What follows belongs to an exercise in optimizing a design on an open flow for small area; a production flow would make more cautious choices.
In this exercise RTL edits were held to simulation tests only and were not proved equivalent to the original.
In runs 4 to 6 the design's own scripts or RTL, not TritonCTS, make the clock network.
The clock port is modelled as an ideal driver, which makes a skipped or thinned clock tree look cheaper than it is; a real chip needs a root buffer or a tree.
Power is estimated from default activity; no workload was simulated.

==> flow/design.v (outline; a module is shown in full before it is edited, if it fits) <==
// module g_a2111oi: 3 lines
// module g_a211o: 3 lines
// module g_a211oi: 3 lines
// module g_a21oi: 3 lines
// module g_a221oi: 3 lines
// module g_a222oi: 3 lines
// module g_a22oi: 3 lines
// module g_a311oi: 3 lines
// module g_a31oi: 3 lines
// module g_a32oi: 3 lines
// module g_a41oi: 3 lines
// module g_and2: 3 lines
// module g_and3: 3 lines
// module g_inv: 3 lines
// module g_nand2: 3 lines
// module g_nand2b: 3 lines
// module g_nand3: 3 lines
// module g_nand4: 3 lines
// module g_nor2: 3 lines
// module g_nor2b: 3 lines
// module g_nor3: 3 lines
// module g_nor3b: 3 lines
// module g_nor4: 3 lines
// module g_nor4bb: 3 lines
// module g_o2111a: 3 lines
// module g_o2111ai: 3 lines
// module g_o211a: 3 lines
// module g_o211ai: 3 lines
// module g_o21a: 3 lines
// module g_o21ai: 3 lines
// module g_o221a: 3 lines
// module g_o221ai: 3 lines
// module g_o22ai: 3 lines
// module g_o311ai: 3 lines
// module g_o31ai: 3 lines
// module g_o32a: 3 lines
// module g_o32ai: 3 lines
// module g_o41ai: 3 lines
// module g_or2: 3 lines
// module g_or3: 3 lines
// module g_or4: 3 lines
// module g_xnor2: 3 lines
// module g_xor2: 3 lines
// module rfid_lock_core: 3949 lines
module rfid_lock_core(clk, rst, ms_tick, sec_tick, pf_event, pcd_cs_n, pcd_sck, pcd_mosi, pcd_miso, pcd_rst_n, nv_rd, nv_rdata, nv_wr, nv_wdata, auth_req, auth_uid, auth_ack, auth_match, act_valid, act_unlock, booted
, locked_out, last_result);
  // ...
==> flow/flow/run.sh <==
#!/bin/bash
# Standard ORFS layout with changes that only affect cell sizes:
#  - every port still gets its own buffer, but a buf_1 instead of the default
#  - logic cells sized up by synthesis start again from drive strength 1
#    before placement's repair_design
#  - CTS uses smaller clock buffers and inserts no dummy loads
set -euo pipefail
HERE=$(pwd)
export BUFFER_PORTS_ARGS="-buffer_cell sky130_fd_sc_hd__buf_1"
export PRE_RESIZE_TCL="$HERE/flow/downsize.tcl"
export CTS_ARGS="-sink_clustering_enable -repair_clock_nets -dont_use_dummy_load -buf_list sky130_fd_sc_hd__clkbuf_8 -sink_clustering_size 23 -sink_clustering_max_diameter 100"
bash standard.sh > standard_flow.log 2>&1
==> flow/flow/downsize.tcl <==
# Sized-up logic cells from synthesis go back to drive strength 1 before
# repair_design, which sizes up again only where slew or load need it.
set n 0
foreach inst [get_cells *] {
  set m [get_property $inst ref_name]
  if {[regexp {^(sky130_fd_sc_hd__[a-z0-9]+)_([0-9]+)$} $m -> base d] && $d > 1} {
    if {[regexp {df|dl|conb|tap|fill|decap|clk} $base]} { continue }
    set lc [get_lib_cells -quiet */${base}_1]
    if {[llength $lc] == 1} {
      replace_cell $inst $lc
      incr n
    }
  }
}
puts "downsize.tcl: $n cells set to drive strength 1"
# repair_design may use at most drive strength 4 for the few nets that need it
set big {}
foreach lc [get_lib_cells */sky130_fd_sc_hd__*] {
  set nm [get_name $lc]
  if {[regexp {^sky130_fd_sc_hd__[a-z0-9]+_(6|8|12|16)$} $nm] && ![regexp {clkbuf|clkinv} $nm]} {
    lappend big $lc
  }
}
set_dont_use $big
puts "downsize.tcl: [llength $big] cells of drive strength 6 or more not used by repair"
==> flow/standard.sh <==
#!/bin/bash
# synth_recipe.tcl (not shown) runs the flow's synth.tcl, then flattens the netlist and writes it again
# the make line also repeats each setting of config.mk as NAME=value (left out here)
make -C /OpenROAD-flow-scripts/flow DESIGN_CONFIG=/design/flow/config.mk WORK_HOME=/design/flow/orfs CLKGATE_MAP_FILE= SYNTH_SCRIPT=/design/flow/synth_recipe.tcl "${@:-finish}"
==> flow/config.mk <==
export PLATFORM = sky130hd
export DESIGN_NAME = rfid_lock_core
export DESIGN_NICKNAME = rfid_lock_core
export VERILOG_FILES = /design/flow/design.v
export SDC_FILE = /design/flow/constraint.sdc
export NUM_CORES = 4
export LEC_CHECK = 0
export CAP_MARGIN = 0
export CORE_MARGIN = 2
export CORE_UTILIZATION = 40
export PLACE_DENSITY = 0.6
export SLEW_MARGIN = 0
export SYNTH_HIERARCHICAL = 1
export SYNTH_MINIMUM_KEEP_SIZE = 0
==> flow/constraint.sdc <==
create_clock -name core_clock -period 10.0 [get_ports {clk}]
set_input_delay 2.0000 -clock core_clock [delete_from_list [all_inputs] [get_ports {clk}]]
set_output_delay 2.0000 -clock core_clock [all_outputs]
set_load 0.01 [all_outputs]
==> reports/results.tsv, run 1 <==
metric	value	unit
status	timing/DRC/antenna clean	
Syn-to-layout area delta	3.11	%
Row Count	42	
most common cell in the netlist	inv_1	
Total GRT Usage	0.224	
Worst Path Max Fanout	18	
fraction of layout cells with a size suffix above 1	0.0126	
Ports	134	
# Taps	176	
reg-to-reg setup timing slack	5.70	ns
ys async rst share	0	
clock latency at the later pin of the worst-skew pair	0.37	ns
deepest level of the CTS H-tree	3	
fin crit share	0.602	
Crit Path Class	reg -> out	
warning count from the yosys run	7	
multi-input logic area	2380	um^2
met2 Use GR	0.356	
WP data arrival	4.02	ns
Mapped Avg Cell Area	7.84	um^2
post-synthesis net count	726	
met2 wire len	7160	um
synth unique cells	45	
# Max-Cap Violations	0	
placed cells	958	
final instance area	5480	um^2
cell area after placement	5360	um^2
main combinational cell family by area after synthesis	compound AO/OA/AOI/OAI gates	
nature of the critical path endpoint	output port	
WHS	0.471	ns
==> inputs of run 2 (changes only) <==
--- a/flow/config.mk
+++ b/flow/config.mk
@@ -5,10 +5,10 @@
 export SDC_FILE = /design/flow/constraint.sdc
 export NUM_CORES = 4
 export LEC_CHECK = 0
-export CAP_MARGIN = 0
+export CAP_MARGIN = 20
 export CORE_MARGIN = 2
 export CORE_UTILIZATION = 40
 export PLACE_DENSITY = 0.6
-export SLEW_MARGIN = 0
+export SLEW_MARGIN = 20
 export SYNTH_HIERARCHICAL = 1
 export SYNTH_MINIMUM_KEEP_SIZE = 0
==> run 2 against run 1 <==
  * Flip-flop and latch count did not move
  * Die area unchanged
  * Clock power about the same
  * Still clean on timing, DRC and antenna
  * Maximum frequency decreased by 0.66%
  * Final cell count unchanged
  * Synthesized area is the same
  * Largest power group unchanged
==> reports/results.tsv, run 2 <==
metric	value	unit	change
status	timing/DRC/antenna clean		unchanged
final setup vio count	0		unchanged
most frequent cells in the layout	135 x buf_1, 124 x inv_1, 104 x nor2_1		unchanged
Crit Path Class	reg -> out		unchanged
Fin. Hold Viols	0		unchanged
nature of the critical path endpoint	output port		unchanged
combinational power share	0.408		was 0.410
sequential area share after synthesis	0.335		unchanged
crit path cell chain	buf_1, inv_1, nand2_1, a21oi_1, a31oi_1, nand3_1, nor2_1, and4bb_1, o221a_1, nor2_1, o32a_1, a21oi_1, or4_1, o21ai_1, buf_1		unchanged
global-route wire length before repair	25400	um	was 25100 um
deepest clock path buffer count	2		unchanged
Synth top cells by count	124 x inv_1, 104 x nor2_1, 89 x dfxtp_1, 59 x o22ai_1, 54 x o21ai_1		unchanged
commonest non-fill, non-tap cell in the layout	buf_1		unchanged
synth unique cells	45		unchanged
CP required	8.00	ns	about the same
slowest CP cell	buf_1		unchanged
Largest register FFs	32		unchanged
DRC	0		unchanged
fin crit share	0.606		was 0.602
Post-Layout Cell Count	967		unchanged
Hold EP	ms_cnt_reg[5]$_DFF_P_		was auth_uid[26]$_DFF_P_
Avg WL per Cell	16.4	um	was 16.5 um
ys async rst share	0		unchanged
Seq pwr share	0.410		was 0.409
RSZ-0062 raised after global routing	no		unchanged
reg-to-reg setup timing slack	5.60	ns	was 5.70 ns
fraction of layout cells with a size suffix above 1	0.0126		unchanged
Worst Setup Start Kind	register		unchanged
cts hold-fix bufs	0		unchanged
CTS clk-pin slew, worst paths	0.08	ns	was 0.09 ns
hold wc startpoint	ms_cnt_reg[5]$_DFF_P_		was auth_uid[25]$_DFF_P_
Post-Synthesis Cell Area	5320	um^2	unchanged
DR pass1 iterations	6		was 5
Resize count post-CTS	0		unchanged
largest net degree at the start of global routing	36		unchanged
Power Density	196	nW/um^2	was 197 nW/um^2
Mapped Avg Cell Area	7.84	um^2	unchanged
Slew headroom	0.332		was 0.353
area of the core	13100	um^2	unchanged
WL final	15900	um	about the same
Post-DRT Antenna Nets	0		unchanged
FF-to-FF End	nv_wdata_reg[31]$_DFF_P_		unchanged
crit path launch	st[3]$_DFF_P_		unchanged
Seq cells post-synth	89		unchanged
deepest level of the CTS H-tree	3		unchanged
via/cell ratio	5.46		was 5.47
Die X	119	um	unchanged
initial core utilization	0.406		unchanged
TritonCTS Buffers	9		unchanged
Tmin final	6.06	ns	was 6.02 ns
Worst-Margin Slew	1.00	ns	was 0.971 ns
worst reg-to-reg path cell count	13		unchanged
Total GRT Usage	0.226		was 0.224
VDD IR-drop max	0.0000774	V	was 0.0000744 V
max frequency	0.165	GHz	was 0.166 GHz
Worst Hold Depth	1		was 2
Net Sw Frac	0.429		was 0.430
number of DRC markers in iteration 0	403		was 481
P_sw	0.462	mW	was 0.464 mW
synthesized instance count	678		unchanged
Filler cells	1431		was 1401
vias in the first global route	4935		was 4890
most common cell in the netlist	inv_1		unchanged
GRT overflow	0		unchanged
CP max stage delay	0.74	ns	was 0.72 ns
R2R Path Start	st[3]$_DFF_P_		unchanged
WP data arrival	4.06	ns	was 4.02 ns
# diodes	0		unchanged
P_int	0.614	mW	about the same
Worst Path Max Fanout	18		unchanged
Via Count	5280		was 5288
fin nets	841		unchanged
CTS tree	done		unchanged
I/O Buffers	133		unchanged
area leader, netlist	dfxtp_1		unchanged
Ports	134		unchanged
Syn-to-layout area delta	3.11	%	unchanged
clock latency at the later pin of the worst-skew pair	0.37	ns	about the same
share of the synthesized area in the top cell type	0.335		unchanged
postcts setup bufs	0		unchanged
Die ar.	14200	um^2	unchanged
static leakage	2.38	nW	about the same
CTS sink count	89		unchanged
antenna violations before repair	0		unchanged
CTS root buffer	clkbuf_8		unchanged
worst setup margin	3.94	ns	was 3.98 ns
clock share of power	0.182		was 0.181
warning count from the yosys run	7		unchanged
Setup WS pre-CTS	4.42	ns	was 4.43 ns
# Max-Cap Violations	0		unchanged
largest cells by area after synthesis	dfxtp_1 34%, inv_1 8.8%, nor2_1 7.3%		unchanged
setup TNS	0	ns	unchanged
post-synthesis net count	726		unchanged
hold crit path type	reg -> reg		unchanged
most frequently used flop master after synthesis	dfxtp_1		unchanged
Max Slew Vio Count	0		unchanged
hpwl dp	12600	um	about the same
Row Count	42		unchanged
Post-synth EDFFs	0		unchanged
routability cong.	0.908		unchanged
chip height	119	um	unchanged
placed cells	958		unchanged
skew final	0.0302	ns	was 0.0311 ns
run 2: power by group through the flow:
stage	Combinational, mW	Sequential (mW)	Clock (mW)
floorplan	0.371	0.442	0
global placement	0.504	0.452	0
detailed placement	0.432	0.448	0
CTS	0.435	0.440	0.204
global route	0.489	0.447	0.216
finish	0.438	0.441	0.196
run 2: how the worst max path moves through the flow:
| stage | to |
|---|---|
| after floorplan | pcd_mosi |
| after detailed placement | pcd_mosi |
| after global routing | pcd_mosi |
| after CTS | pcd_mosi |
| after global placement | pcd_mosi |
| final | pcd_mosi |
run 2: kinds of logic after synthesis:
group           share of synthesized area
compound gates                      0.321
xor+xnor                           0.0132
buf+inv                             0.133
flops                               0.335
simple gates                        0.198
run 2: worst max-delay path: cells and delay by family, from the launching register on:
family / cells / cell delay (ns)
DFF: 1 / 0.31
AOI/OAI and AO/OA: 6 / 0.80
buffers and inverters: 3 / 1.27
and+or+nand+nor: 6 / 1.30
run 2: layout make-up:
class | instances | area, um^2 | share of cell area
timing repair buffer | 136 | 512 | 0.0934
tap | 176 | 220 | 0.0402
inverter | 124 | 465 | 0.0849
sequential | 89 | 1780 | 0.325
clock buffer | 9 | 124 | 0.0226
multi-input combinational | 433 | 2380 | 0.434
run 2: layer usage:
| layer | vias up | routed length [um] | track usage |
|---|---|---|---|
| met5 | - | 0 | 0 |
| met4 | 0 | 677 | 0.129 |
| met3 | 48 | 1110 | 0.0426 |
| met2 | 246 | 7140 | 0.360 |
| met1 | 2388 | 6960 | 0.285 |
| li1 | 2598 | - | - |
run 2: metrics by stage:
stage	hold slack (ns)	area [um^2]	total power [mW]	utilization
floorplan	0.440	5320	0.813	-
global placement	0.464	5820	0.955	0.445
detailed placement	0.467	5360	0.879	0.409
CTS	0.484	5480	1.08	0.419
global route	0.509	5480	1.15	0.419
finish	0.483	5480	1.08	0.419
run 2: per-module statistics from Yosys, one instance, submodules excluded, excerpt:
| module | cells | area [um^2] | times used | flip-flops and latches |
|---|---|---|---|---|
| g_a31oi | 1 | 6.26 | 10 | 0 |
| g_a2111oi | 1 | 15.0 | 1 | 0 |
| g_o211ai | 1 | 12.5 | 3 | 0 |
| g_or4 | 1 | 7.51 | 4 | 0 |
| g_o2111ai | 1 | 15.0 | 4 | 0 |
| g_a211oi | 1 | 12.5 | 3 | 0 |
| g_a311oi | 1 | 8.76 | 2 | 0 |
| g_nand3 | 1 | 5.00 | 14 | 0 |
| g_and3 | 1 | 6.26 | 2 | 0 |
| g_a41oi | 1 | 16.3 | 1 | 0 |
| g_a221oi | 1 | 15.0 | 2 | 0 |
==> inputs of run 3 (changes only) <==
--- a/flow/flow/run.sh
+++ b/flow/flow/run.sh
@@ -8,5 +8,6 @@
 HERE=$(pwd)
 export BUFFER_PORTS_ARGS="-buffer_cell sky130_fd_sc_hd__buf_1"
 export PRE_RESIZE_TCL="$HERE/flow/downsize.tcl"
-export CTS_ARGS="-sink_clustering_enable -repair_clock_nets -dont_use_dummy_load -buf_list sky130_fd_sc_hd__clkbuf_8 -sink_clustering_size 23 -sink_clustering_max_diameter 100"
+export PRE_CTS_TCL="$HERE/flow/prects.tcl"
+export CTS_ARGS="-sink_clustering_enable -repair_clock_nets -dont_use_dummy_load -buf_list sky130_fd_sc_hd__clkbuf_16 -sink_clustering_size 30 -sink_clustering_max_diameter 200"
 bash standard.sh > standard_flow.log 2>&1
==> flow/flow/prects.tcl (new file) <==
set_max_fanout 30 [current_design]
==> run 3 against run 2 <==
  * Still clean on timing, DRC and antenna
  * Clock power increased by 44%
  * Worst setup slack improved by 0.036 ns
  * Flip-flop and latch count unchanged
  * First-iteration DRC count increased by 2.5%
  * Maximum frequency increased by 0.59%
  * Critical path depth unchanged
  * Clock skew decreased by 0.0098 ns
  * Via count about the same
  * Sequential power about the same
  * Die area unchanged
  * Synthesized cell count unchanged
  * Utilization increased by 0.93 points
  * Critical endpoint unchanged
  * Largest power group unchanged
==> reports/results.tsv, run 3 <==
metric	value	unit	change
chip height	119	um	unchanged
P_sw	0.472	mW	was 0.462 mW
Seq cells post-synth	89		unchanged
post-synthesis net count	726		unchanged
warning count from the yosys run	7		unchanged
Power Density	208	nW/um^2	was 196 nW/um^2
CP required	8.00	ns	about the same
placed cells	958		unchanged
Worst Path Max Fanout	18		unchanged
Worst Hold Depth	1		unchanged
sequential area share after synthesis	0.335		unchanged
Max Slew Vio Count	0		unchanged
Mapped Avg Cell Area	7.84	um^2	unchanged
Ports	134		unchanged
postcts setup bufs	0		unchanged
area leader, netlist	dfxtp_1		unchanged
static leakage	2.44	nW	was 2.38 nW
routability cong.	0.908		unchanged
Via Count	5281		was 5280
CTS sink count	89		unchanged
Slew headroom	0.313		was 0.332
Buf/Inv on CP	3		unchanged
Tot Pwr	1.16	mW	was 1.08 mW
GRT overflow	0		unchanged
Post-synth EDFFs	0		unchanged
Worst-Margin Slew	1.03	ns	was 1.00 ns
final setup vio count	0		unchanged
ys async rst share	0		unchanged
initial core utilization	0.406		unchanged
Crit Path Class	reg -> out		unchanged
nature of the critical path endpoint	output port		unchanged
register area	1780	um^2	unchanged
antenna violations before repair	0		unchanged
RSZ-0062 raised after global routing	no		unchanged
status	timing/DRC/antenna clean		unchanged
commonest non-fill, non-tap cell in the layout	buf_1		unchanged
Largest register FFs	32		unchanged
CTS clk-pin slew, worst paths	0.06	ns	was 0.08 ns
hold crit path type	reg -> reg		unchanged
Hold EP	ms_cnt_reg[5]$_DFF_P_		unchanged
Fin. Hold Viols	0		unchanged
TritonCTS Buffers	9		unchanged
clock share of power	0.243		was 0.182
global-route wire length before repair	25400	um	about the same
Seq pwr share	0.379		was 0.410
share of the synthesized area in the top cell type	0.335		unchanged
area of the core	13100	um^2	unchanged
P_int	0.692	mW	was 0.614 mW
reg-to-reg setup timing slack	4.74	ns	was 5.60 ns
synth unique cells	45		unchanged
FF-to-FF End	auth_uid[2]$_DFF_P_		was nv_wdata_reg[31]$_DFF_P_
Post-DRT Antenna Nets	0		unchanged
Worst Setup Start Kind	register		unchanged
worst reg-to-reg path cell count	11		was 13
# diodes	0		unchanged
synthesized instance count	678		unchanged
worst setup margin	3.98	ns	was 3.94 ns
Total GRT Usage	0.226		about the same
DR pass1 iterations	5		was 6
Net Sw Frac	0.405		was 0.429
VDD IR-drop max	0.0000854	V	was 0.0000774 V
fin crit share	0.602		was 0.606
number of DRC markers in iteration 0	413		was 403
Setup WS pre-CTS	4.42	ns	unchanged
delay-heaviest family, CP	simple AND/OR/NAND/NOR gates		unchanged
CP max stage delay	0.73	ns	was 0.74 ns
Die ar.	14200	um^2	unchanged
R2R Path Start	st[3]$_DFF_P_		unchanged
most common cell in the netlist	inv_1		unchanged
fin nets	843		was 841
most frequent cells in the layout	135 x buf_1, 124 x inv_1, 104 x nor2_1		unchanged
I/O Buffers	133		unchanged
Die X	119	um	unchanged
WL final	16000	um	was 15900 um
fraction of layout cells with a size suffix above 1	0.0126		about the same
largest net degree at the start of global routing	36		unchanged
cts hold-fix bufs	0		unchanged
CTS tree	done		unchanged
hold wc startpoint	ms_cnt_reg[5]$_DFF_P_		unchanged
most frequently used flop master after synthesis	dfxtp_1		unchanged
skew final	0.0203	ns	was 0.0302 ns
Synth top cells by count	124 x inv_1, 104 x nor2_1, 89 x dfxtp_1, 59 x o22ai_1, 54 x o21ai_1		unchanged
Post-Layout Cell Count	969		was 967
Resize count post-CTS	0		unchanged
Syn-to-layout area delta	5.39	%	was 3.11%
hpwl dp	12600	um	unchanged
Avg WL per Cell	16.5	um	was 16.4 um
via/cell ratio	5.45		was 5.46
vias in the first global route	4948		was 4935
Post-Synthesis Cell Area	5320	um^2	unchanged
Row Count	42		unchanged
Tmin final	6.02	ns	was 6.06 ns
setup TNS	0	ns	unchanged
Filler cells	1421		was 1431
WP data arrival	4.02	ns	was 4.06 ns
clock latency at the later pin of the worst-skew pair	0.35	ns	was 0.37 ns
multi-input logic area	2380	um^2	unchanged
max frequency	0.166	GHz	was 0.165 GHz
slowest CP cell	buf_1		unchanged
crit path cell chain	buf_1, inv_1, nand2_1, a21oi_1, a31oi_1, nand3_1, nor2_1, and4bb_1, o221a_1, nor2_1, o32a_1, a21oi_1, or4_1, o21ai_1, buf_1		unchanged
# Max-Cap Violations	0		unchanged
combinational power share	0.377		was 0.408
DRC	0		unchanged
largest cells by area after synthesis	dfxtp_1 34%, inv_1 8.8%, nor2_1 7.3%		unchanged
[run 3: worst max path at each step]
stage                        from  endpoint  slack (ns)  cells past startpoint
finish              st[3]$_DFF_P_  pcd_mosi        3.98                     15
floorplan           st[0]$_DFF_P_  pcd_mosi        5.00                     15
detailed placement  st[3]$_DFF_P_  pcd_mosi        4.42                     15
global placement    st[0]$_DFF_P_  pcd_mosi        4.47                     16
global route        st[3]$_DFF_P_  pcd_mosi        3.67                     15
CTS                 st[3]$_DFF_P_  pcd_mosi        4.03                     15
[run 3: per-layer routing]
layer,GRT usage,vias to the layer above,share of wire
met2,0.361,229,0.45
met5,0,-,0
met3,0.0426,46,0.067
met4,0.127,0,0.044
li1,-,2606,-
met1,0.286,2400,0.44
[run 3: cells by family (layout without fill, tap and decap cells)]
group / count (synthesis) / in the layout / synth area share
flip-flops: 89 / 89 / 0.335
AO/OA/AOI/OAI: 216 / 216 / 0.321
buffers and inverters: 156 / 271 / 0.133
XOR/XNOR: 8 / 8 / 0.0132
AND/OR/NAND/NOR: 209 / 209 / 0.198
[run 3: through the flow]
stage	instance area, um^2	util	hold WS (ns)
floorplan	5320	-	0.440
global placement	5820	0.445	0.464
detailed placement	5360	0.409	0.467
CTS	5580	0.427	0.480
global route	5600	0.428	0.504
finish	5600	0.428	0.481
[run 3: Yosys stat by module, one instance, submodules excluded, excerpt]
module    times used  area (um^2)  flip-flops and latches  cells
g_and2             1         6.26                       0      1
g_nand2           43         3.75                       0      1
g_nor2           104         3.75                       0      1
g_nor2b            1         13.8                       0      1
g_nor4             4         12.5                       0      1
g_o2111a           1         11.3                       0      1
g_o211ai           3         12.5                       0      1
g_o22ai           59         6.26                       0      1
g_o31ai            1         12.5                       0      1
g_or2              2         6.26                       0      1
g_xnor2            3         8.76                       0      1
[run 3: area by class of cell]
class | instances | area share
Inverter | 124 | 0.0831
Sequential cell | 89 | 0.318
Timing Repair Buffer | 138 | 0.0949
Multi-Input combinational cell | 433 | 0.425
Clock buffer | 9 | 0.0402
Tap cell | 176 | 0.0393
[run 3: power groups by stage]
stage               Combinational (mW)  Clock, mW  Sequential [mW]
finish                           0.439      0.283            0.441
global route                     0.489      0.305            0.447
CTS                              0.435      0.293            0.441
detailed placement               0.432          0            0.448
global placement                 0.504          0            0.452
floorplan                        0.371          0            0.442
==> inputs of run 4 (changes only) <==
--- a/flow/flow/run.sh
+++ b/flow/flow/run.sh
@@ -8,6 +8,8 @@
 HERE=$(pwd)
 export BUFFER_PORTS_ARGS="-buffer_cell sky130_fd_sc_hd__buf_1"
 export PRE_RESIZE_TCL="$HERE/flow/downsize.tcl"
-export PRE_CTS_TCL="$HERE/flow/prects.tcl"
-export CTS_ARGS="-sink_clustering_enable -repair_clock_nets -dont_use_dummy_load -buf_list sky130_fd_sc_hd__clkbuf_16 -sink_clustering_size 30 -sink_clustering_max_diameter 200"
+export POST_CTS_TCL="$HERE/flow/clocktree.tcl"
+export CLK_K=4
+export CLK_BUF=sky130_fd_sc_hd__clkbuf_16
+export CTS_ARGS="-sink_clustering_enable -repair_clock_nets -dont_use_dummy_load -buf_list sky130_fd_sc_hd__clkbuf_8 -sink_clustering_size 23 -sink_clustering_max_diameter 100"
 bash standard.sh > standard_flow.log 2>&1
==> flow/flow/clocktree.tcl (new file) <==
set K $::env(CLK_K)
set bufcell $::env(CLK_BUF)
set block [ord::get_db_block]
set db [ord::get_db]
set clknet [$block findNet clk]
# every register clock pin
set sinks {}
foreach inst [$block getInsts] {
  set it [$inst findITerm CLK]
  if {$it ne "NULL" && [string match "*df*" [[$inst getMaster] getName]]} { lappend sinks $it }
}
# remove the CTS buffers and their nets
set old {}
foreach inst [$block getInsts] {
  if {[string match "*clkbuf*" [[$inst getMaster] getName]] && [string match "clkbuf_*" [$inst getName]]} { lappend old $inst }
}
foreach it $sinks { $it disconnect }
foreach inst $old {
  set on [[$inst findITerm X] getNet]
  foreach it [$inst getITerms] { $it disconnect }
  odb::dbInst_destroy $inst
  if {$on ne "NULL" && [$on getName] ne "clk"} { odb::dbNet_destroy $on }
}
# k-means on sink locations
set pts {}
foreach it $sinks {
  set b [[$it getInst] getBBox]
  lappend pts [list [expr {([$b xMin]+[$b xMax])/2.0}] [expr {([$b yMin]+[$b yMax])/2.0}]]
}
set n [llength $pts]
set cent {}
for {set k 0} {$k < $K} {incr k} { lappend cent [lindex $pts [expr {int(($k + 0.5) * $n / $K)}]] }
set cent [lsort -real -index 0 $cent]
for {set iter 0} {$iter < 50} {incr iter} {
  set asg {}
  foreach p $pts {
    set best 0; set bd 1e30
    for {set k 0} {$k < $K} {incr k} {
      set c [lindex $cent $k]
      set d [expr {abs([lindex $p 0]-[lindex $c 0]) + abs([lindex $p 1]-[lindex $c 1])}]
      if {$d < $bd} { set bd $d; set best $k }
    }
    lappend asg $best
  }
  set nc {}
  for {set k 0} {$k < $K} {incr k} {
    set sx 0; set sy 0; set m 0
    foreach p $pts a $asg { if {$a == $k} { set sx [expr {$sx+[lindex $p 0]}]; set sy [expr {$sy+[lindex $p 1]}]; incr m } }
    if {$m > 0} { lappend nc [list [expr {$sx/$m}] [expr {$sy/$m}]] } else { lappend nc [lindex $cent $k] }
  }
  set cent $nc
}
set master [$db findMaster $bufcell]
for {set k 0} {$k < $K} {incr k} {
  set inst [odb::dbInst_create $block $master "clkbuf_flat_$k"]
  set net [odb::dbNet_create $block "clknet_flat_$k"]
  $net setSigType CLOCK
  [$inst findITerm A] connect $clknet
  [$inst findITerm X] connect $net
  set c [lindex $cent $k]
  $inst setLocation [expr {int([lindex $c 0])}] [expr {int([lindex $c 1])}]
  $inst setPlacementStatus PLACED
  set m 0
  foreach it $sinks a $asg { if {$a == $k} { $it connect $net; incr m } }
  puts "clocktree.tcl: clkbuf_flat_$k drives $m flip-flops"
}
global_connect
detailed_placement
check_placement -verbose
estimate_parasitics -placement
report_clock_skew
removed: flow/flow/prects.tcl
==> run 4 against run 3 <==
  * Global-route usage fell by 0.54 points
  * Final area fell by 2.6%
  * Synthesized cell count did not move
  * Synthesized area did not move
  * Combinational power barely moved
  * Maximum frequency rose by 3.2%
  * Flip-flop and latch count did not move
  * Worst setup slack improved by 0.19 ns
  * Utilization fell by 1.1 points
  * Clock skew fell by 0.0017 ns
==> reports/results.tsv, run 4 <==
metric	value	unit	change
status	timing/DRC/antenna clean		unchanged
largest cells by area after synthesis	dfxtp_1 34%, inv_1 8.8%, nor2_1 7.3%		unchanged
Power Density	191	nW/um^2	was 208 nW/um^2
hpwl dp	12600	um	unchanged
synth unique cells	45		unchanged
setup TNS	0	ns	unchanged
max frequency	0.171	GHz	was 0.166 GHz
antenna violations before repair	0		unchanged
most frequent cells in the layout	135 x buf_1, 124 x inv_1, 104 x nor2_1		unchanged
CP required	8.00	ns	about the same
largest net degree at the start of global routing	36		unchanged
final setup vio count	0		unchanged
warning count from the yosys run	7		unchanged
sequential area share after synthesis	0.335		unchanged
static leakage	2.37	nW	was 2.44 nW
Post-Layout Cell Count	962		was 969
fin nets	836		was 843
fraction of layout cells with a size suffix above 1	0.00636		was 0.0126
Die X	119	um	unchanged
Post-synth EDFFs	0		unchanged
synthesized instance count	678		unchanged
Tmin final	5.83	ns	was 6.02 ns
GRT overflow	0		unchanged
skew final	0.0186	ns	was 0.0203 ns
CTS sink count	89		unchanged
DRC	0		unchanged
RSZ-0062 raised after global routing	no		unchanged
vias in the first global route	4892		was 4948
via/cell ratio	5.41		was 5.45
CTS clk-pin slew, worst paths	0.09	ns	was 0.06 ns
most common cell in the netlist	inv_1		unchanged
Seq cells post-synth	89		unchanged
Post-DRT Antenna Nets	0		unchanged
Crit Path Class	reg -> out		unchanged
ys async rst share	0		unchanged
WL final	15700	um	was 16000 um
fin crit share	0.583		was 0.602
Total GRT Usage	0.221		was 0.226
initial core utilization	0.406		unchanged
Syn-to-layout area delta	2.66	%	was 5.39%
share of the synthesized area in the top cell type	0.335		unchanged
area leader, netlist	dfxtp_1		unchanged
Setup WS pre-CTS	4.42	ns	unchanged
Worst Path Max Fanout	18		unchanged
I/O Buffers	133		unchanged
DR pass1 iterations	5		unchanged
Fin. Hold Viols	0		unchanged
chip height	119	um	unchanged
# Max-Cap Violations	0		unchanged
Largest register FFs	32		unchanged
placed cells	958		unchanged
Post-Synthesis Cell Area	5320	um^2	unchanged
clock latency at the later pin of the worst-skew pair	0.16	ns	was 0.35 ns
Filler cells	1430		was 1421
Row Count	42		unchanged
Slew headroom	0.350		was 0.313
Max Slew Vio Count	0		unchanged
WP data arrival	3.83	ns	was 4.02 ns
hold crit path type	reg -> reg		unchanged
WHS	0.484	ns	was 0.481 ns
number of DRC markers in iteration 0	441		was 413
VDD IR-drop max	0.000116	V	was 0.0000854 V
worst setup margin	4.17	ns	was 3.98 ns
Worst-Margin Slew	0.975	ns	was 1.03 ns
# diodes	0		unchanged
Synth top cells by count	124 x inv_1, 104 x nor2_1, 89 x dfxtp_1, 59 x o22ai_1, 54 x o21ai_1		unchanged
Mapped Avg Cell Area	7.84	um^2	unchanged
most frequently used flop master after synthesis	dfxtp_1		unchanged
routability cong.	0.908		unchanged
Tot Pwr	1.04	mW	was 1.16 mW
Via Count	5206		was 5281
nature of the critical path endpoint	output port		unchanged
Die ar.	14200	um^2	unchanged
global-route wire length before repair	25100	um	was 25400 um
commonest non-fill, non-tap cell in the layout	buf_1		unchanged
Ports	134		unchanged
Avg WL per Cell	16.4	um	was 16.5 um
area of the core	13100	um^2	unchanged
post-synthesis net count	726		unchanged
Worst Setup Start Kind	register		unchanged
-- run 4: cell counts after synthesis --
Identical to the previous run, type by type.
-- run 4: final cells by class --
type                    instances  area (um^2)  share of cell area
multi-input cells             433         2380               0.436
flip-flops and latches         89         1780               0.326
repair buffers                136          512              0.0938
inverters                     124          465              0.0853
well taps                     176          220              0.0403
plain buffers                   4          100              0.0183
-- run 4: Yosys stat by module (local to each module, per instance), excerpt --
| module | flip-flops and latches | area (um^2) | cells inside |
|---|---|---|---|
| g_o41ai | 0 | 16.3 | 1 |
| g_a41oi | 0 | 16.3 | 1 |
| g_a2111oi | 0 | 15.0 | 1 |
| g_nor2b | 0 | 13.8 | 1 |
| g_nor4bb | 0 | 12.5 | 1 |
| g_o2111a | 0 | 11.3 | 1 |
| g_o211a | 0 | 10.0 | 1 |
| g_o21a | 0 | 7.51 | 1 |
| g_nand2b | 0 | 6.26 | 1 |
| g_or3 | 0 | 6.26 | 1 |
-- run 4: stage by stage --
stage / instance area (um^2) / utilization
after detailed placement: 5360 / 0.409
after global routing: 5460 / 0.417
after global placement: 5820 / 0.445
after floorplan: 5320 / -
final: 5460 / 0.417
-- run 4: report_power, final --
group          switching [mW]  total (mW)  internal, mW
clock network          0.0900       0.163        0.0732
registers              0.0487       0.441         0.392
logic                   0.297       0.438         0.141
-- run 4: worst paths after layout --
path	from	endpoint	slack, ns	depth (start not counted)
max	st[3]$_DFF_P_	pcd_mosi	4.17	15
min	auth_uid[10]$_DFF_P_	auth_uid[10]$_DFF_P_	0.48	2
max reg2reg	st[3]$_DFF_P_	nv_wdata_reg[31]$_DFF_P_	5.64	13
min reg2reg	auth_uid[10]$_DFF_P_	auth_uid[10]$_DFF_P_	0.48	2
-- run 4: cell families (layout without fill, tap and decap cells) --
| logic type | count (synthesis) | in the layout | share of synthesized area |
|---|---|---|---|
| xor gates and xnor gates | 8 | 8 | 0.0132 |
| AOI/OAI and AO/OA | 216 | 216 | 0.321 |
| DFF | 89 | 89 | 0.335 |
| and+or+nand+nor | 209 | 209 | 0.198 |
| buffers and inverters | 156 | 264 | 0.133 |
-- run 4: routing by layer --
layer  vias up  track usage  share of wire  routed length (um)
met5         -            0              0                   0
met4         0        0.105          0.041                 643
met3        44       0.0345          0.058                 921
met1      2373        0.282           0.45                7050
li1       2587            -              -                   -
met2       202        0.363           0.45                7130
-- run 4: critical path, cell delays in order, from the launching register on --
cell and delay (ns):
dfxtp_1 0.31, buf_1 0.72, inv_1 0.37, nand2_1 0.24, a21oi_1 0.08, a31oi_1 0.23, nand3_1 0.14, nor2_1 0.13
and4bb_1 0.19, o221a_1 0.23, nor2_1 0.11, o32a_1 0.14, a21oi_1 0.04, or4_1 0.48, o21ai_1 0.09, buf_1 0.16
==> inputs of run 5 (changes only) <==
==> flow/flow/run.sh (replaced) <==
#!/bin/bash
# Standard ORFS layout (the standard.sh, standard synthesis unchanged) with
# changes that only affect cell sizes and the clock buffers:
#  - every port still gets its own buffer, but a buf_1 instead of the default
#  - logic cells sized up by synthesis start again from drive strength 1
#    before placement's repair_design (flow/downsize.tcl), and repair may use
#    drive strengths up to 4
#  - after CTS, the clock network is rebuilt flat (flow/clocktree.tcl): the
#    clock port drives 4 clkbuf_16, each driving one cluster of flip-flops,
#    so every flip-flop has the same one-buffer clock path
# Each tool's full output is in standard_flow.log (and ORFS's own logs).
set -euo pipefail
HERE=$(pwd)
export BUFFER_PORTS_ARGS="-buffer_cell sky130_fd_sc_hd__buf_1"
export PRE_RESIZE_TCL="$HERE/flow/downsize.tcl"
export POST_CTS_TCL="$HERE/flow/clocktree.tcl"
export CLK_K=3
export CLK_BUF=sky130_fd_sc_hd__clkbuf_16
export CTS_ARGS="-sink_clustering_enable -repair_clock_nets -dont_use_dummy_load -buf_list sky130_fd_sc_hd__clkbuf_8"
bash standard.sh > standard_flow.log 2>&1
==> run 5 against run 4 <==
  * First-iteration DRC count decreased by 5.9%
  * Flip-flop and latch count unchanged
  * Worst setup slack got worse by 0.028 ns
  * Via count increased by 0.15%
  * Combinational power about the same
  * Largest cell class unchanged
==> reports/results.tsv, run 5 <==
metric	value	unit	change
hold crit path type	reg -> reg		unchanged
clock latency at the later pin of the worst-skew pair	0.19	ns	was 0.16 ns
vias in the first global route	4905		was 4892
Syn-to-layout area delta	2.19	%	was 2.66%
mux cell area share after synthesis	0		unchanged
DRC	0		unchanged
Avg WL per Cell	16.4	um	about the same
fin crit share	0.586		was 0.583
Largest register FFs	32		unchanged
Post-synth EDFFs	0		unchanged
via/cell ratio	5.43		was 5.41
Die X	119	um	unchanged
area leader, netlist	dfxtp_1		unchanged
Slew headroom	0.339		was 0.350
fin nets	835		was 836
synthesized instance count	678		unchanged
Synth Area in Adders	0		unchanged
DR pass1 iterations	6		was 5
Synth top cells by count	124 x inv_1, 104 x nor2_1, 89 x dfxtp_1, 59 x o22ai_1, 54 x o21ai_1		unchanged
Worst Path Max Fanout	18		unchanged
# diodes	0		unchanged
antenna violations before repair	0		unchanged
warning count from the yosys run	7		unchanged
I/O Buffers	133		unchanged
post-synthesis xor/xnor area fraction	0.0132		unchanged
Tmin final	5.86	ns	was 5.83 ns
Worst-Margin Slew	0.991	ns	was 0.975 ns
commonest non-fill, non-tap cell in the layout	buf_1		unchanged
ys async rst share	0		unchanged
static leakage	2.35	nW	was 2.37 nW
chip height	119	um	unchanged
Crit Path Class	reg -> out		unchanged
post-synthesis net count	726		unchanged
CTS clk-pin slew, worst paths	0.10	ns	was 0.09 ns
max frequency	0.171	GHz	about the same
Compound-Gate Fraction of Synth Area	0.321		unchanged
final core utilization	0.415		was 0.417
VDD IR-drop max	0.000121	V	was 0.000116 V
routability cong.	0.908		unchanged
largest net degree at the start of global routing	37		was 36
Die ar.	14200	um^2	unchanged
share of the synthesized area in the top cell type	0.335		unchanged
initial core utilization	0.406		unchanged
fraction of layout cells with a size suffix above 1	0.00510		was 0.00636
Fin. Hold Viols	0		unchanged
main combinational cell family by area after synthesis	compound AO/OA/AOI/OAI gates		unchanged
# Max-Cap Violations	0		unchanged
hpwl dp	12600	um	unchanged
worst reg-to-reg path cell count	13		unchanged
Power Density	189	nW/um^2	was 191 nW/um^2
setup TNS	0	ns	unchanged
Post-DRT Antenna Nets	0		unchanged
Via Count	5214		was 5206
WL final	15700	um	about the same
CP required	8.00	ns	about the same
Post-Synthesis Cell Area	5320	um^2	unchanged
final setup vio count	0		unchanged
Total GRT Usage	0.219		was 0.221
most common cell in the netlist	inv_1		unchanged
area of the core	13100	um^2	unchanged
RSZ-0062 raised after global routing	no		unchanged
Synth Area in Simple Gates	0.198		unchanged
most frequent cells in the layout	135 x buf_1, 124 x inv_1, 104 x nor2_1		unchanged
Row Count	42		unchanged
largest cells by area after synthesis	dfxtp_1 34%, inv_1 8.8%, nor2_1 7.3%		unchanged
Worst Setup Start Kind	register		unchanged
WP data arrival	3.86	ns	was 3.83 ns
register area	1780	um^2	unchanged
multi-input logic area	2380	um^2	unchanged
sequential area share after synthesis	0.335		unchanged
Ports	134		unchanged
Filler cells	1435		was 1430
Mapped Avg Cell Area	7.84	um^2	unchanged
synth unique cells	45		unchanged
Worst Hold Depth	1		was 2
CTS sink count	89		unchanged
number of DRC markers in iteration 0	415		was 441
Max Slew Vio Count	0		unchanged
most frequently used flop master after synthesis	dfxtp_1		unchanged
status	timing/DRC/antenna clean		unchanged
global-route wire length before repair	25100	um	about the same
nature of the critical path endpoint	output port		unchanged
GRT overflow	0		unchanged
Seq cells post-synth	89		unchanged
skew final	0.0247	ns	was 0.0186 ns
==> run 5: path summary, 6_finish.rpt <==
kind | start | to | slack [ns]
worst max register to register | st[3]$_DFF_P_ | nv_wdata_reg[31]$_DFF_P_ | 5.63
worst min register to register | u_link.ph[0]$_DFF_P_ | u_link.ph[0]$_DFF_P_ | 0.49
worst max-delay path | st[3]$_DFF_P_ | pcd_mosi | 4.14
worst min-delay path | u_link.ph[0]$_DFF_P_ | u_link.ph[0]$_DFF_P_ | 0.49
==> run 5: kinds of logic (layout without fill, tap and decap cells) <==
kind of cell           count (synthesis)  after routing
buffers and inverters                156            263
flip-flops                            89             89
XOR/XNOR                               8              8
AO/OA/AOI/OAI                        216            216
AND/OR/NAND/NOR                      209            209
==> run 5: Yosys stat by module, one instance, submodules excluded, a selection <==
| module | area, um^2 | flip-flops and latches |
|---|---|---|
| g_a221oi | 15.0 | 0 |
| g_nor4 | 12.5 | 0 |
| g_a222oi | 10.0 | 0 |
| g_o41ai | 16.3 | 0 |
| g_o32ai | 16.3 | 0 |
| g_or4 | 7.51 | 0 |
==> run 5: area by class of cell <==
type,instances,share of cell area
Multi-Input combinational cell,433,0.438
Buffer,3,0.0138
Sequential cell,89,0.328
Timing Repair Buffer,136,0.0942
Inverter,124,0.0857
Tap cell,176,0.0405
==> run 5: stage by stage <==
step	hold WS [ns]	setup WS (ns)	std cells	cell area, um^2	power [mW]
floorplan	0.440	5.00	678	5320	0.813
global placement	0.464	4.47	958	5820	0.955
detailed placement	0.467	4.42	958	5360	0.879
global route	0.512	3.82	961	5430	1.10
finish	0.490	4.14	961	5430	1.03
==> run 5: report_power, final <==
part / switching, mW / internal, mW / total, mW
Sequential: 0.0487 / 0.392 / 0.441
Combinational: 0.299 / 0.141 / 0.439
Clock: 0.0911 / 0.0558 / 0.147
==> run 5: routing by layer <==
layer	wire, um	track usage	up-vias	share of wire
met5	0	0	-	0
met2	7170	0.366	209	0.46
met4	561	0.0923	0	0.036
met3	1020	0.0345	36	0.064
met1	6990	0.280	2382	0.44
li1	-	-	2587	-
==> run 5: critical path, cell delays in order, from the launching register on <==
cell and delay, ns:
dfxtp_1 0.32, buf_1 0.73, inv_1 0.37, nand2_1 0.24
a21oi_1 0.08, a31oi_1 0.24, nand3_1 0.14, nor2_1 0.13
and4bb_1 0.19, o221a_1 0.23, nor2_1 0.11, o32a_1 0.14
a21oi_1 0.04, or4_1 0.48, o21ai_1 0.09, buf_1 0.16
==> inputs of run 6 (changes only) <==
--- a/flow/flow/run.sh
+++ b/flow/flow/run.sh
@@ -14,7 +14,7 @@
 export BUFFER_PORTS_ARGS="-buffer_cell sky130_fd_sc_hd__buf_1"
 export PRE_RESIZE_TCL="$HERE/flow/downsize.tcl"
 export POST_CTS_TCL="$HERE/flow/clocktree.tcl"
-export CLK_K=3
+export CLK_K=4
 export CLK_BUF=sky130_fd_sc_hd__clkbuf_16
 export CTS_ARGS="-sink_clustering_enable -repair_clock_nets -dont_use_dummy_load -buf_list sky130_fd_sc_hd__clkbuf_8"
 bash standard.sh > standard_flow.log 2>&1
==> run 6 against run 5 <==
  * Highest routed layer unchanged
  * Worst setup slack gained 0.028 ns
  * Sequential power is essentially flat
  * Flip-flop and latch count is the same
  * Largest cell class unchanged
  * Critical endpoint unchanged
  * Utilization grew 0.19 points
  * Total power grew 1.5%
  * Die area is the same
  * Global-route usage grew 0.15 points
  * Synthesized cell count is the same
  * Critical path depth is the same
  * Register-to-register slack is essentially flat
==> reports/results.tsv, run 6 <==
metric	value	unit	change
most common cell in the netlist	inv_1		unchanged
combinational power share	0.421		was 0.428
Die X	119	um	unchanged
post-synthesis net count	726		unchanged
Avg WL per Cell	16.4	um	about the same
Ports	134		unchanged
Tmin final	5.83	ns	was 5.86 ns
hpwl dp	12600	um	unchanged
RSZ-0062 raised after global routing	no		unchanged
Post-Synthesis Cell Area	5320	um^2	unchanged
CTS clk-pin slew, worst paths	0.09	ns	was 0.10 ns
Crit Path Class	reg -> out		unchanged
Power Density	191	nW/um^2	was 189 nW/um^2
CTS sink count	89		unchanged
clock share of power	0.157		was 0.143
Total GRT Usage	0.221		was 0.219
initial core utilization	0.406		unchanged
Seq cells post-synth	89		unchanged
CP required	8.00	ns	about the same
Post-DRT Antenna Nets	0		unchanged
Synth top cells by count	124 x inv_1, 104 x nor2_1, 89 x dfxtp_1, 59 x o22ai_1, 54 x o21ai_1		unchanged
fin nets	836		was 835
# diodes	0		unchanged
number of DRC markers in iteration 0	441		was 415
I/O Buffers	133		unchanged
area of the core	13100	um^2	unchanged
largest net degree at the start of global routing	36		was 37
share of the synthesized area in the top cell type	0.335		unchanged
WP data arrival	3.83	ns	was 3.86 ns
area leader, netlist	dfxtp_1		unchanged
final setup vio count	0		unchanged
Largest register FFs	32		unchanged
sequential area share after synthesis	0.335		unchanged
ys async rst share	0		unchanged
worst setup margin	4.17	ns	was 4.14 ns
Filler cells	1430		was 1435
Max Slew Vio Count	0		unchanged
Mapped Avg Cell Area	7.84	um^2	unchanged
commonest non-fill, non-tap cell in the layout	buf_1		unchanged
fin crit share	0.583		was 0.586
setup TNS	0	ns	unchanged
GRT overflow	0		unchanged
clock latency at the later pin of the worst-skew pair	0.16	ns	was 0.19 ns
largest cells by area after synthesis	dfxtp_1 34%, inv_1 8.8%, nor2_1 7.3%		unchanged
global-route wire length before repair	25100	um	about the same
Via Count	5206		was 5214
P_sw	0.436	mW	was 0.438 mW
# Max-Cap Violations	0		unchanged
nature of the critical path endpoint	output port		unchanged
max frequency	0.171	GHz	about the same
Row Count	42		unchanged
antenna violations before repair	0		unchanged
Die ar.	14200	um^2	unchanged
Setup WS pre-CTS	4.42	ns	unchanged
Post-synth EDFFs	0		unchanged
most frequently used flop master after synthesis	dfxtp_1		unchanged
static leakage	2.37	nW	was 2.35 nW
Worst-Margin Slew	0.975	ns	was 0.991 ns
most frequent cells in the layout	135 x buf_1, 124 x inv_1, 104 x nor2_1		unchanged
VDD IR-drop max	0.000116	V	was 0.000121 V
routability cong.	0.908		unchanged
Fin. Hold Viols	0		unchanged
Worst Setup Start Kind	register		unchanged
fraction of layout cells with a size suffix above 1	0.00636		was 0.00510
via/cell ratio	5.41		was 5.43
Slew headroom	0.350		was 0.339
vias in the first global route	4892		was 4905
Net Sw Frac	0.419		was 0.427
synthesized instance count	678		unchanged
skew final	0.0186	ns	was 0.0247 ns
chip height	119	um	unchanged
Worst Path Max Fanout	18		unchanged
P_int	0.606	mW	was 0.589 mW
status	timing/DRC/antenna clean		unchanged
DR pass1 iterations	5		was 6
DRC	0		unchanged
Seq pwr share	0.423		was 0.429
hold crit path type	reg -> reg		unchanged
synth unique cells	45		unchanged
WL final	15700	um	about the same
Syn-to-layout area delta	2.66	%	was 2.19%
warning count from the yosys run	7		unchanged
## run 6: cell counts after synthesis
No cell type changed its count.
## run 6: through the flow
stage | util | power, mW | hold WS [ns] | instance area [um^2] | instances
floorplan | - | 0.813 | 0.440 | 5320 | 678
global placement | 0.445 | 0.955 | 0.464 | 5820 | 958
detailed placement | 0.409 | 0.879 | 0.467 | 5360 | 958
global route | 0.417 | 1.12 | 0.507 | 5460 | 962
finish | 0.417 | 1.04 | 0.484 | 5460 | 962
## run 6: kinds of logic after synthesis
| group | Yosys count | share of synthesized area |
|---|---|---|
| xor gates and xnor gates | 8 | 0.0132 |
| DFF | 89 | 0.335 |
| buffers and inverters | 156 | 0.133 |
| and+or+nand+nor | 209 | 0.198 |
| AOI/OAI and AO/OA | 216 | 0.321 |
## run 6: worst paths after layout
path                                                  to  cells after the start                 start  slack (ns)
worst max register to register  nv_wdata_reg[31]$_DFF_P_                     13         st[3]$_DFF_P_        5.64
worst min register to register      auth_uid[10]$_DFF_P_                      2  auth_uid[10]$_DFF_P_        0.48
worst min-delay path                auth_uid[10]$_DFF_P_                      2  auth_uid[10]$_DFF_P_        0.48
worst max-delay path                            pcd_mosi                     15         st[3]$_DFF_P_        4.17
## run 6: cell type report
cell class	instances	area, um^2	share of cell area
Inverter	124	465	0.0853
Sequential cell	89	1780	0.326
Timing Repair Buffer	136	512	0.0938
Buffer	4	100	0.0183
Tap cell	176	220	0.0403
Multi-Input combinational cell	433	2380	0.436
## run 6: Yosys stat by module (local to each module, per instance), excerpt
module,flops+latches,copies in the design,cell area [um^2],cells
g_a211oi,0,3,12.5,1
g_o211a,0,1,10.0,1
g_a311oi,0,2,8.76,1
g_nor4bb,0,3,12.5,1
g_o2111ai,0,4,15.0,1
g_nand2b,0,1,6.26,1
g_a32oi,0,1,8.76,1
## run 6: layer usage
metal  track usage  share of wire  vias up
met5             0              0        -
met4         0.105          0.041        0
met3        0.0345          0.058       44
met2         0.363           0.45      202
met1         0.282           0.45     2373
li1              -              -     2587
## run 6: critical path, cell delays in order, from the launching register on
cell and delay [ns]:
dfxtp_1 0.31, buf_1 0.72, inv_1 0.37, nand2_1 0.24, a21oi_1 0.08, a31oi_1 0.23
nand3_1 0.14, nor2_1 0.13, and4bb_1 0.19, o221a_1 0.23, nor2_1 0.11, o32a_1 0.14
a21oi_1 0.04, or4_1 0.48, o21ai_1 0.09, buf_1 0.16
## run 6: power by group through the flow
stage | combinational, mW | clock, mW | sequential (mW)
6_report | 0.438 | 0.163 | 0.441
3_3_place_gp | 0.504 | 0 | 0.452
3_5_place_dp | 0.432 | 0 | 0.448
2_1_floorplan | 0.371 | 0 | 0.442
5_1_grt | 0.489 | 0.182 | 0.447

==> what the ideal ports hide <==
How much do the figures lean on ideal ports? The routed layouts below were timed once more, with nothing changed but the port constraints. Step 1, drivers: a clkbuf_16 drives clk and a buf_2 each remaining input, both assumed. Step 2 moves the port delays by t, midway between the first and last clock arrival at a register: inputs arrive t later, outputs are due t later. That takes back most of the time a late clock gives input paths. Three values: ideal, step 1, step 2; two values: the first two.
run	t, ns	setup slack, ns	worst data-port slew with drivers (ns)
run 1	0.393	3.981 / 3.947 / 4.341	0.04
run 2	0.398	3.942 / 3.904 / 4.302	0.04
run 3	0.378	3.977 / 3.936 / 4.314	0.04
run 4	0.235	4.166 / 4.080 / 4.316	0.04
run 5	0.243	4.138 / 4.069 / 4.313	0.04
run 6	0.235	4.166 / 4.080 / 4.316	0.04
After both steps setup and hold are still met in every run listed.
